This is an optimization exercise on Yosys and OpenROAD, whose aim is small area, not a production implementation.
Only simulation tests tie the RTL to the original design; equivalence was not proved.
Power figures rest on the tool's default switching activity, not on a simulated workload.

==> design.v <==
module adb_device (
    input  wire        clk,
    input  wire        rst_n,           
    input  wire        adb_in,          
    output wire        adb_drive_low,   
    input  wire        key_valid,       
    input  wire [7:0]  key_data,
    input  wire        mouse_valid,     
    input  wire [15:0] mouse_dx,
    input  wire [15:0] mouse_dy,
    input  wire        mouse_button,
    output reg  [7:0]  ctr_poll,
    output reg  [7:0]  ctr_talk_resp,
    output reg  [7:0]  ctr_bus_err,
    output reg  [7:0]  ctr_key_drop,
    output reg  [3:0]  last_bus_error
);
    localparam BIT_CELL     = 100;
    localparam BIT0_LOW     = 65;
    localparam BIT1_LOW     = 35;
    localparam BIT_THRESH   = 50;
    localparam BIT_LOW_MAX  = 80;
    localparam BIT_HIGH_MAX = 80;
    localparam ATTN_MIN     = 560;
    localparam ATTN_MAX     = 1040;
    localparam RESET_MIN    = 2800;
    localparam SYNC_MAX     = 95;
    localparam SRQ_LOW      = 300;
    localparam STOP_LOW_MAX = 315;
    localparam TLT          = 200;
    localparam LISTEN_TO    = 300;
    localparam TX_LAST      = 17 * BIT_CELL + BIT0_LOW;    
    localparam P_IDLE      = 4'd0;
    localparam P_WAIT_FALL = 4'd1;
    localparam P_ATTN      = 4'd2;
    localparam P_SYNC      = 4'd3;
    localparam P_CMD_LOW   = 4'd4;
    localparam P_CMD_HIGH  = 4'd5;
    localparam P_STOP      = 4'd6;
    localparam P_TLT       = 4'd7;
    localparam P_TX        = 4'd8;
    localparam P_LWAIT     = 4'd9;
    localparam P_LRX_LOW   = 4'd10;
    localparam P_LRX_HIGH  = 4'd11;
    localparam P_LSTOP     = 4'd12;
    localparam T_NONE  = 2'd0;
    localparam T_KBD   = 2'd1;
    localparam T_MOUSE = 2'd2;
    reg [3:0]  phase;
    reg [11:0] cnt;
    reg [4:0]  nbits;
    reg [15:0] shreg;
    reg [7:0]  cmd;
    reg [1:0]  target;
    reg        srq;
    reg [15:0] txword;
    reg [11:0] lowrun;
    reg [3:0]  kb_address;
    reg [7:0]  kb_handler;
    reg [15:0] kb_register2;
    reg [7:0]  ring [0:31];
    reg [5:0]  ring_wr;
    reg [5:0]  ring_rd;
    reg [3:0]  ms_address;
    reg [7:0]  ms_handler;
    reg [31:0] ms_accum_dx;
    reg [31:0] ms_accum_dy;
    reg        ms_button_pressed;
    reg        ms_button_changed;
    wire [11:0] tx_cell   = cnt / BIT_CELL;
    wire [11:0] tx_offset = cnt % BIT_CELL;
    wire        tx_bit    = (tx_cell == 12'd0) ? 1'b1 :
                            (tx_cell <= 12'd16) ? txword[16 - tx_cell] : 1'b0;
    wire        tx_drive  = (tx_cell <= 12'd17) &&
                            (tx_offset < (tx_bit ? BIT1_LOW : BIT0_LOW));
    assign adb_drive_low = rst_n &&
                           (((phase == P_STOP) && srq && (cnt < SRQ_LOW)) ||
                            ((phase == P_TX) && tx_drive));
    wire        v          = adb_in;
    wire [5:0]  ring_count = ring_wr - ring_rd;
    wire        ring_empty = (ring_count == 6'd0);
    wire        pending_kb = !ring_empty;
    wire        pending_ms = (ms_accum_dx != 32'd0) || (ms_accum_dy != 32'd0) ||
                             ms_button_changed;
    wire [3:0]  latch_addr = shreg[7:4];
    wire [1:0]  latch_target = (latch_addr == kb_address) ? T_KBD :
                               (latch_addr == ms_address) ? T_MOUSE : T_NONE;
    wire        latch_srq  = (latch_target == T_NONE)  ? (pending_kb || pending_ms) :
                             (latch_target == T_KBD)   ? pending_ms : pending_kb;
    wire        bitval     = (cnt < BIT_THRESH);
    function [6:0] clamp7;
        input [31:0] a;
        begin
            if ($signed(a) < -64)     clamp7 = 7'h40;
            else if ($signed(a) > 63) clamp7 = 7'h3F;
            else                      clamp7 = a[6:0];
        end
    endfunction
    wire [6:0]  dx7 = clamp7(ms_accum_dx);
    wire [6:0]  dy7 = clamp7(ms_accum_dy);
    wire [7:0]  ring_hi = ring[ring_rd[4:0]];
    wire [7:0]  ring_lo = (ring_count >= 6'd2) ? ring[ring_rd[4:0] + 5'd1] : 8'hFF;
    reg [3:0]  n_phase;
    reg [11:0] n_cnt;
    reg [4:0]  n_nbits;
    reg [15:0] n_shreg;
    reg [7:0]  n_cmd;
    reg [1:0]  n_target;
    reg        n_srq;
    reg [15:0] n_txword;
    reg [11:0] n_lowrun;
    reg [3:0]  n_kb_address;
    reg [7:0]  n_kb_handler;
    reg [15:0] n_kb_register2;
    reg [5:0]  n_ring_wr;
    reg [5:0]  n_ring_rd;
    reg [3:0]  n_ms_address;
    reg [7:0]  n_ms_handler;
    reg [31:0] n_ms_accum_dx;
    reg [31:0] n_ms_accum_dy;
    reg        n_ms_button_pressed;
    reg        n_ms_button_changed;
    reg [7:0]  n_ctr_poll;
    reg [7:0]  n_ctr_talk_resp;
    reg [7:0]  n_ctr_bus_err;
    reg [7:0]  n_ctr_key_drop;
    reg [3:0]  n_last_bus_error;
    reg        ring_push;
    task bus_error;
        input [3:0] code;
        begin
            n_last_bus_error = code;
            n_ctr_bus_err    = n_ctr_bus_err + 8'd1;
            n_cnt            = 12'd0;
            n_nbits          = 5'd0;
            n_shreg          = 16'd0;
            n_srq            = 1'b0;
            n_target         = T_NONE;
            n_phase          = v ? P_WAIT_FALL : P_IDLE;
        end
    endtask
    task kbd_reset;
        begin
            n_kb_address   = 4'd2;
            n_kb_handler   = 8'h02;
            n_kb_register2 = 16'hFFFF;
            n_ring_wr      = 6'd0;
            n_ring_rd      = 6'd0;
        end
    endtask
    task mouse_reset;
        begin
            n_ms_address        = 4'd3;
            n_ms_handler        = 8'h02;
            n_ms_accum_dx       = 32'd0;
            n_ms_accum_dy       = 32'd0;
            n_ms_button_pressed = 1'b0;
            n_ms_button_changed = 1'b0;
        end
    endtask
    task talk_data;
        input [15:0] w;
        begin
            n_txword = w;
            n_phase  = P_TLT;
            n_cnt    = 12'd1;
        end
    endtask
    always @(*) begin
        n_phase             = phase;
        n_cnt               = cnt;
        n_nbits             = nbits;
        n_shreg             = shreg;
        n_cmd               = cmd;
        n_target            = target;
        n_srq               = srq;
        n_txword            = txword;
        n_kb_address        = kb_address;
        n_kb_handler        = kb_handler;
        n_kb_register2      = kb_register2;
        n_ring_wr           = ring_wr;
        n_ring_rd           = ring_rd;
        n_ms_address        = ms_address;
        n_ms_handler        = ms_handler;
        n_ms_accum_dx       = ms_accum_dx;
        n_ms_accum_dy       = ms_accum_dy;
        n_ms_button_pressed = ms_button_pressed;
        n_ms_button_changed = ms_button_changed;
        n_ctr_poll          = ctr_poll;
        n_ctr_talk_resp     = ctr_talk_resp;
        n_ctr_bus_err       = ctr_bus_err;
        n_ctr_key_drop      = ctr_key_drop;
        n_last_bus_error    = last_bus_error;
        ring_push           = 1'b0;
        if (!v) n_lowrun = (lowrun < RESET_MIN) ? lowrun + 12'd1 : lowrun;
        else    n_lowrun = 12'd0;
        if (!v && lowrun == RESET_MIN - 1) begin
            kbd_reset;
            mouse_reset;
            n_cnt    = 12'd0;
            n_nbits  = 5'd0;
            n_shreg  = 16'd0;
            n_cmd    = 8'd0;
            n_target = T_NONE;
            n_srq    = 1'b0;
            n_txword = 16'd0;
            n_phase  = P_IDLE;
        end else begin
            case (phase)
                P_IDLE: begin
                    if (v) n_phase = P_WAIT_FALL;
                end
                P_WAIT_FALL: begin
                    if (!v) begin
                        n_phase = P_ATTN;
                        n_cnt   = 12'd1;
                    end
                end
                P_ATTN: begin
                    if (!v) begin
                        n_cnt = cnt + 12'd1;
                    end else if (cnt >= ATTN_MIN && cnt <= ATTN_MAX) begin
                        n_phase = P_SYNC;
                        n_cnt   = 12'd1;
                    end else begin
                        n_phase = P_WAIT_FALL;
                    end
                end
                P_SYNC: begin
                    if (v) begin
                        if (cnt + 12'd1 > SYNC_MAX) bus_error(4'd1);
                        else n_cnt = cnt + 12'd1;
                    end else begin
                        n_phase = P_CMD_LOW;
                        n_cnt   = 12'd1;
                        n_nbits = 5'd0;
                        n_shreg = 16'd0;
                    end
                end
                P_CMD_LOW: begin
                    if (!v) begin
                        if (cnt + 12'd1 > BIT_LOW_MAX) bus_error(4'd2);
                        else n_cnt = cnt + 12'd1;
                    end else begin
                        n_shreg = {shreg[14:0], bitval};
                        n_nbits = nbits + 5'd1;
                        n_phase = P_CMD_HIGH;
                        n_cnt   = 12'd1;
                    end
                end
                P_CMD_HIGH: begin
                    if (v) begin
                        if (cnt + 12'd1 > BIT_HIGH_MAX) bus_error(4'd3);
                        else n_cnt = cnt + 12'd1;
                    end else if (nbits < 5'd8) begin
                        n_phase = P_CMD_LOW;
                        n_cnt   = 12'd1;
                    end else begin
                        n_cmd    = shreg[7:0];
                        n_target = latch_target;
                        n_srq    = latch_srq;
                        n_phase  = P_STOP;
                        n_cnt    = 12'd1;
                    end
                end
                P_STOP: begin
                    if (!v) begin
                        if (cnt + 12'd1 > STOP_LOW_MAX) bus_error(4'd4);
                        else n_cnt = cnt + 12'd1;
                    end else begin
                        n_ctr_poll = ctr_poll + 8'd1;
                        n_srq      = 1'b0;
                        n_phase    = P_WAIT_FALL;
                        if (target != T_NONE) begin
                            case (cmd[3:2])
                                2'b00: begin
                                    if (target == T_KBD) kbd_reset;
                                    else                 mouse_reset;
                                end
                                2'b01: begin
                                    if (target == T_KBD) begin
                                        n_ring_wr = 6'd0;
                                        n_ring_rd = 6'd0;
                                    end else begin
                                        n_ms_accum_dx       = 32'd0;
                                        n_ms_accum_dy       = 32'd0;
                                        n_ms_button_changed = 1'b0;
                                    end
                                end
                                2'b10: begin
                                    n_phase = P_LWAIT;
                                    n_cnt   = 12'd1;
                                end
                                default: begin
                                    if (target == T_KBD) begin
                                        case (cmd[1:0])
                                            2'd0: begin
                                                if (!ring_empty) begin
                                                    talk_data({ring_hi, ring_lo});
                                                    n_ring_rd = ring_rd +
                                                        ((ring_count >= 6'd2) ? 6'd2 : 6'd1);
                                                end
                                            end
                                            2'd1: ;
                                            2'd2: talk_data(kb_register2);
                                            default: talk_data({4'h6, kb_address, kb_handler});
                                        endcase
                                    end else begin
                                        case (cmd[1:0])
                                            2'd0: begin
                                                if (pending_ms) begin
                                                    talk_data({~ms_button_pressed, dy7, 1'b1, dx7});
                                                    n_ms_accum_dx = ms_accum_dx - {{25{dx7[6]}}, dx7};
                                                    n_ms_accum_dy = ms_accum_dy - {{25{dy7[6]}}, dy7};
                                                    n_ms_button_changed = 1'b0;
                                                end
                                            end
                                            2'd3: talk_data({4'h6, ms_address, ms_handler});
                                            default: ;
                                        endcase
                                    end
                                end
                            endcase
                        end
                    end
                end
                P_TLT: begin
                    if (cnt + 12'd1 == TLT) begin
                        n_phase = P_TX;
                        n_cnt   = 12'd0;
                    end else begin
                        n_cnt = cnt + 12'd1;
                    end
                end
                P_TX: begin
                    if (cnt + 12'd1 == TX_LAST) begin
                        n_phase         = P_IDLE;
                        n_cnt           = 12'd0;
                        n_ctr_talk_resp = ctr_talk_resp + 8'd1;
                    end else begin
                        n_cnt = cnt + 12'd1;
                    end
                end
                P_LWAIT: begin
                    if (v) begin
                        if (cnt + 12'd1 > LISTEN_TO) bus_error(4'd5);
                        else n_cnt = cnt + 12'd1;
                    end else begin
                        n_phase = P_LRX_LOW;
                        n_cnt   = 12'd1;
                        n_nbits = 5'd0;
                        n_shreg = 16'd0;
                    end
                end
                P_LRX_LOW: begin
                    if (!v) begin
                        if (cnt + 12'd1 > BIT_LOW_MAX)
                            bus_error((nbits == 5'd0) ? 4'd6 : 4'd7);
                        else
                            n_cnt = cnt + 12'd1;
                    end else if (nbits == 5'd0) begin
                        if (!bitval) begin
                            bus_error(4'd6);
                        end else begin
                            n_nbits = 5'd1;
                            n_phase = P_LRX_HIGH;
                            n_cnt   = 12'd1;
                        end
                    end else begin
                        n_shreg = {shreg[14:0], bitval};
                        n_nbits = nbits + 5'd1;
                        n_phase = P_LRX_HIGH;
                        n_cnt   = 12'd1;
                    end
                end
                P_LRX_HIGH: begin
                    if (v) begin
                        if (cnt + 12'd1 > BIT_HIGH_MAX) bus_error(4'd8);
                        else n_cnt = cnt + 12'd1;
                    end else if (nbits < 5'd17) begin
                        n_phase = P_LRX_LOW;
                        n_cnt   = 12'd1;
                    end else begin
                        n_phase = P_LSTOP;
                        n_cnt   = 12'd1;
                    end
                end
                P_LSTOP: begin
                    if (!v) begin
                        if (cnt + 12'd1 > BIT_LOW_MAX) bus_error(4'd9);
                        else n_cnt = cnt + 12'd1;
                    end else begin
                        if (target == T_KBD && cmd[1:0] == 2'd2)
                            n_kb_register2 = shreg;
                        if (target == T_KBD && cmd[1:0] == 2'd3) begin
                            if (shreg[15:8] != 8'h00 && shreg[15:8] != 8'hFE && shreg[11:8] != 4'h0)
                                n_kb_address = shreg[11:8];
                            if (shreg[7:0] != 8'h00 && shreg[7:0] != 8'hFE)
                                n_kb_handler = shreg[7:0];
                        end
                        if (target == T_MOUSE && cmd[1:0] == 2'd3) begin
                            if (shreg[15:8] != 8'h00 && shreg[15:8] != 8'hFE && shreg[11:8] != 4'h0)
                                n_ms_address = shreg[11:8];
                            if (shreg[7:0] != 8'h00 && shreg[7:0] != 8'hFE)
                                n_ms_handler = shreg[7:0];
                        end
                        n_phase = P_WAIT_FALL;
                    end
                end
                default: n_phase = P_IDLE;
            endcase
        end
        if (key_valid) begin
            if (n_ring_wr - n_ring_rd == 6'd32)
                n_ctr_key_drop = n_ctr_key_drop + 8'd1;
            else
                ring_push = 1'b1;
        end
        if (mouse_valid) begin
            n_ms_accum_dx = n_ms_accum_dx + {{16{mouse_dx[15]}}, mouse_dx};
            n_ms_accum_dy = n_ms_accum_dy + {{16{mouse_dy[15]}}, mouse_dy};
            if (mouse_button != n_ms_button_pressed) begin
                n_ms_button_changed = 1'b1;
                n_ms_button_pressed = mouse_button;
            end
        end
    end
    always @(posedge clk) begin
        if (ring_push && rst_n)
            ring[n_ring_wr[4:0]] <= key_data;
    end
    always @(posedge clk) begin
        if (!rst_n) begin
            phase             <= P_IDLE;
            cnt               <= 12'd0;
            nbits             <= 5'd0;
            shreg             <= 16'd0;
            cmd               <= 8'd0;
            target            <= T_NONE;
            srq               <= 1'b0;
            txword            <= 16'd0;
            lowrun            <= 12'd0;
            kb_address        <= 4'd2;
            kb_handler        <= 8'h02;
            kb_register2      <= 16'hFFFF;
            ring_wr           <= 6'd0;
            ring_rd           <= 6'd0;
            ms_address        <= 4'd3;
            ms_handler        <= 8'h02;
            ms_accum_dx       <= 32'd0;
            ms_accum_dy       <= 32'd0;
            ms_button_pressed <= 1'b0;
            ms_button_changed <= 1'b0;
            ctr_poll          <= 8'd0;
            ctr_talk_resp     <= 8'd0;
            ctr_bus_err       <= 8'd0;
            ctr_key_drop      <= 8'd0;
            last_bus_error    <= 4'd0;
        end else begin
            phase             <= n_phase;
            cnt               <= n_cnt;
            nbits             <= n_nbits;
            shreg             <= n_shreg;
            cmd               <= n_cmd;
            target            <= n_target;
            srq               <= n_srq;
            txword            <= n_txword;
            lowrun            <= n_lowrun;
            kb_address        <= n_kb_address;
            kb_handler        <= n_kb_handler;
            kb_register2      <= n_kb_register2;
            ring_wr           <= n_ring_wr + (ring_push ? 6'd1 : 6'd0);
            ring_rd           <= n_ring_rd;
            ms_address        <= n_ms_address;
            ms_handler        <= n_ms_handler;
            ms_accum_dx       <= n_ms_accum_dx;
            ms_accum_dy       <= n_ms_accum_dy;
            ms_button_pressed <= n_ms_button_pressed;
            ms_button_changed <= n_ms_button_changed;
            ctr_poll          <= n_ctr_poll;
            ctr_talk_resp     <= n_ctr_talk_resp;
            ctr_bus_err       <= n_ctr_bus_err;
            ctr_key_drop      <= n_ctr_key_drop;
            last_bus_error    <= n_last_bus_error;
        end
    end
endmodule
==> run.sh <==
#!/bin/bash
# synth_recipe.tcl (not shown) runs the flow's synth.tcl, then flattens the netlist and writes it again
# the make line also repeats each setting of config.mk as NAME=value (left out here)
make -C /OpenROAD-flow-scripts/flow DESIGN_CONFIG=/design/flow/config.mk WORK_HOME=/design/flow/orfs CLKGATE_MAP_FILE= SYNTH_SCRIPT=/design/flow/synth_recipe.tcl finish
==> config.mk <==
export PLATFORM = sky130hd
export DESIGN_NAME = adb_device
export DESIGN_NICKNAME = adb_device
export VERILOG_FILES = /design/flow/design.v
export SDC_FILE = /design/flow/constraint.sdc
export NUM_CORES = 4
export LEC_CHECK = 0
export CAP_MARGIN = 20
export CORE_MARGIN = 2
export CORE_UTILIZATION = 40
export SLEW_MARGIN = 20
==> constraint.sdc <==
create_clock -name core_clock -period 20.0 [get_ports {clk}]
set_input_delay 4.0000 -clock core_clock [delete_from_list [all_inputs] [get_ports {clk}]]
set_output_delay 4.0000 -clock core_clock [all_outputs]
set_load 0.01 [all_outputs]
==> summary.txt <==
state kept, by name (all words and copies together), names as in the netlist, 4 cells and up:
signal,cells
kb_register2,16
cnt,12
ring,256
ms_handler,8
cmd,4
ms_accum_dy,32
txword,16
ms_address,4
shreg,16
last_bus_error,4
kb_address,4
ms_accum_dx,32
kb_handler,8
phase,4
ring_wr,6
nbits,5
ctr_bus_err,8
ctr_key_drop,8
ring_rd,6
ctr_talk_resp,8
lowrun,12
ctr_poll,8
power by group:
group	internal, mW	switching (mW)	leakage, nW
clock network	0.666	0.438	0.955
registers	1.07	0.0504	4.14
logic	0.378	0.529	7.58
layer usage:
| metal | up-vias | wire, um | share of wire |
|---|---|---|---|
| met5 | - | 13 | 0.00015 |
| met4 | 2 | 1930 | 0.023 |
| met3 | 123 | 4530 | 0.054 |
| met2 | 699 | 39600 | 0.47 |
| met1 | 12100 | 38400 | 0.45 |
| li1 | 12100 | - | - |
area by class of cell:
type	count	area (sq um)	area share
Inverter	84	318	0.00902
Timing Repair Buffer	117	1050	0.0298
Tap cell	1040	1300	0.0370
Multi-Input combinational cell	2476	18300	0.521
Clock buffer	63	1420	0.0402
Clock inverter	39	566	0.0161
Sequential cell	482	12200	0.347
worst min-delay path: stages (launching register included):
cell and delay, ns:
dfxtp_1 0.31, nand2_1 0.05, nand3_1 0.06
worst paths after layout:
check	slack [ns]	cells after the start	from	end
max	6.72	28	cnt[8]	adb_drive_low
min	0.47	2	kb_register2[9]	kb_register2[9]
max reg2reg	11.75	34	ms_accum_dy[30]	ms_accum_dy[31]
min reg2reg	0.47	2	kb_register2[9]	kb_register2[9]
kinds of logic (layout without fill, tap and decap cells):
logic type | Yosys count | after routing | share of synthesized area
buffers and inverters | 265 | 303 | 0.0322
flip-flops | 482 | 482 | 0.387
AND/OR/NAND/NOR | 1139 | 1139 | 0.167
XOR/XNOR | 173 | 173 | 0.0481
multiplexers | 237 | 237 | 0.140
adder cells (fa/ha/maj) | 158 | 158 | 0.0636
AO/OA/AOI/OAI | 769 | 769 | 0.162
through the flow:
step                setup slack (ns)  cells  hold WS [ns]
floorplan                       8.84   3223         0.441
global placement                7.52   4199         0.454
detailed placement              7.34   4199         0.462
CTS                             6.68   4301         0.473
global route                    5.98   4301         0.501
finish                          6.72   4301         0.470
layout by cell type (no fill, tap or decap), types with 60 or more instances in the layout:
| cell type | count |
|---|---|
| xnor2_1 | 101 |
| a21oi_1 | 233 |
| xor2_1 | 70 |
| clkdlybuf4s50_1 | 75 |
| edfxtp_1 | 256 |
| mux4_2 | 163 |
| nand2_1 | 244 |
| mux2i_1 | 68 |
| nor2_1 | 452 |
| nand3_1 | 65 |
| o21ai_0 | 141 |
| ha_1 | 152 |
| dfxtp_1 | 224 |
| a22oi_1 | 60 |
| inv_1 | 78 |
| nor3_1 | 110 |
cells in the mapped netlist (6+ instances only):
cell	count	area, sq um
nor2_1	452	1700
edfxtp_1	256	7690
nand2_1	245	920
a21oi_1	233	1170
dfxtp_1	226	4520
mux4_2	163	3670
clkbuf_1	154	578
ha_1	153	1910
o21ai_0	142	711
nor3_1	112	561
xnor2_1	103	902
inv_1	79	297
xor2_1	70	613
mux2i_1	68	681
nand3_1	65	325
a22oi_1	60	450
a21o_1	40	300
nand4_1	38	238
a211oi_1	36	270
nor4_1	36	225
and2_1	31	194
nand2b_1	31	194
or3_1	29	181
and3_1	25	156
a31oi_1	24	150
nor2b_1	22	138
o21a_1	21	158
buf_1	20	75.1
a22o_1	19	166
o211ai_1	16	120
o21ai_1	14	70.1
o31ai_1	13	97.6
a2111oi_0	11	96.3
a31o_2	11	96.3
a221oi_1	10	87.6
a32oi_1	10	87.6
or2_2	10	62.6
nand3b_1	8	60.1
o21bai_1	8	60.1
a311oi_1	7	61.3
and4_1	6	52.6
mux2_2	6	67.6
o2111ai_1	6	52.6
o221ai_1	6	52.6
==> results.cfg <==
[layout]
area_growth_syn_to_layout_pct = 11.7
fin_util = 0.453
num-fill-cells = 7367
antenna_cells = 0
drive_gt1_frac = 0.111
fin_nets = 3418
post-route-cell-area_sq_mm = 0.0352

[critical_path]
crit_buf_inv = 2
path_delay_family = compound AO/OA/AOI/OAI gates
path_max_fanout = 25
cp_common_cell = ha_1
cp.required_ns = 16.00
endpoint_kind = output pin
criticalPathCategory = flop to output pin
worstSetupStartpointType = flop
critPathSlowestCell = dfxtp_1
crit_arrival_ns = 9.28
cpPeakStageDelay_ns = 0.86

[timing]
min_period_ns = 13.28
slew_headroom = 0.228
timing.final.crit_share = 0.664
drv_slew = 0
fmax_mhz = 75.3
clock_skew_ns = 0.0504
rsz0062_at_grt = no
finalHoldViolCount = 0
tightest_slew_ns = 1.15
tns_ns = 0
setup_viol = 0

[floorplanning]
chipHeight_um = 285
start_util = 0.405
dieArea_sq_mm = 0.0810
top_level_ports = 83
core_sq_mm = 0.0777
die_w_um = 285
rows = 102

[detailed_routing]
drc = 0
vias = 25100
vias_per_cell = 5.83
wirelength_um = 84500
wl_per_cell_um = 19.6
postRouteAntennaNets = 0
drt_iter0_drc = 1971
firstDrtPassIters = 6

[clock_network]
cts_setup_buffers = 0
cts_buffers = 54
cts-htree-levels = 2
clock_latency_ns = 0.65
path_clk_slew_ns = 0.06
cts_tree = yes
cts.sink_count = 482
root_buffer = clkbuf_16
postCtsHoldBufs = 0
cts_buffer_depth = 3
cts_resized = 0

[job]
maxCapViolCount = 0

[synth]
ys_seq_area_frac = 0.387
yosysWarnings = 1
synth_cell_types = 106
ys_seq_elements = 482
avgSynthCellArea_sq_um = 9.78
synthArstFlopShare = 0
synth_fp_nets = 3426
synth_edf_count = 256
synth_top_flop_cell = edfxtp_1
netlist_instances = 3223
syn_area_sq_mm = 0.0315

[pwr]
p_leak_nw = 12.7
p_per_area_mw_per_mm2 = 89.0
power_mw = 3.13
peakVddDrop_mv = 0.0864

[grt]
track_usage = 0.205
met1_usage = 0.282
grt-ovfl-total = 0
grt_max_degree = 80
grt_pass1_vias = 24000
use_met2 = 0.341
grt_most_used_layer = met2
antenna_found_initial = 1
grt_pass1_wl_um = 135000
grtUsageMet3 = 0.0271

[place]
io_buffers = 82
dp_hpwl_um = 59800
place_area_sq_mm = 0.0332
place.gp.congestion = 0.895

[worst_hold_path]
hold_class = flop to flop

[run_status]
status = complete, no violations

## port drivers added, routing unchanged
How much do the figures lean on ideal ports? The routed layout below was timed once more, with nothing changed but the port constraints.
Step 1 sets driving cells, clkbuf_16 on the clock port and buf_2 on the other inputs (assumed; they add their load-dependent delay and slew).
Step 2 also shifts input and output timing later by t, the mid clock arrival at the registers, as if the neighbouring blocks saw the same clock.
Slacks: no drivers / after step 1 / after step 2; pairs: no drivers / after step 1.
t (ns): 0.687
setup slack, ns: 6.717 / 6.654 / 7.341
hold WS [ns]: 0.470 / 0.470 / 0.470
After both steps this run still meets setup and hold. For this run, drivers alone change the setup slack by -0.063 ns; drivers and shift together by +0.624 ns.
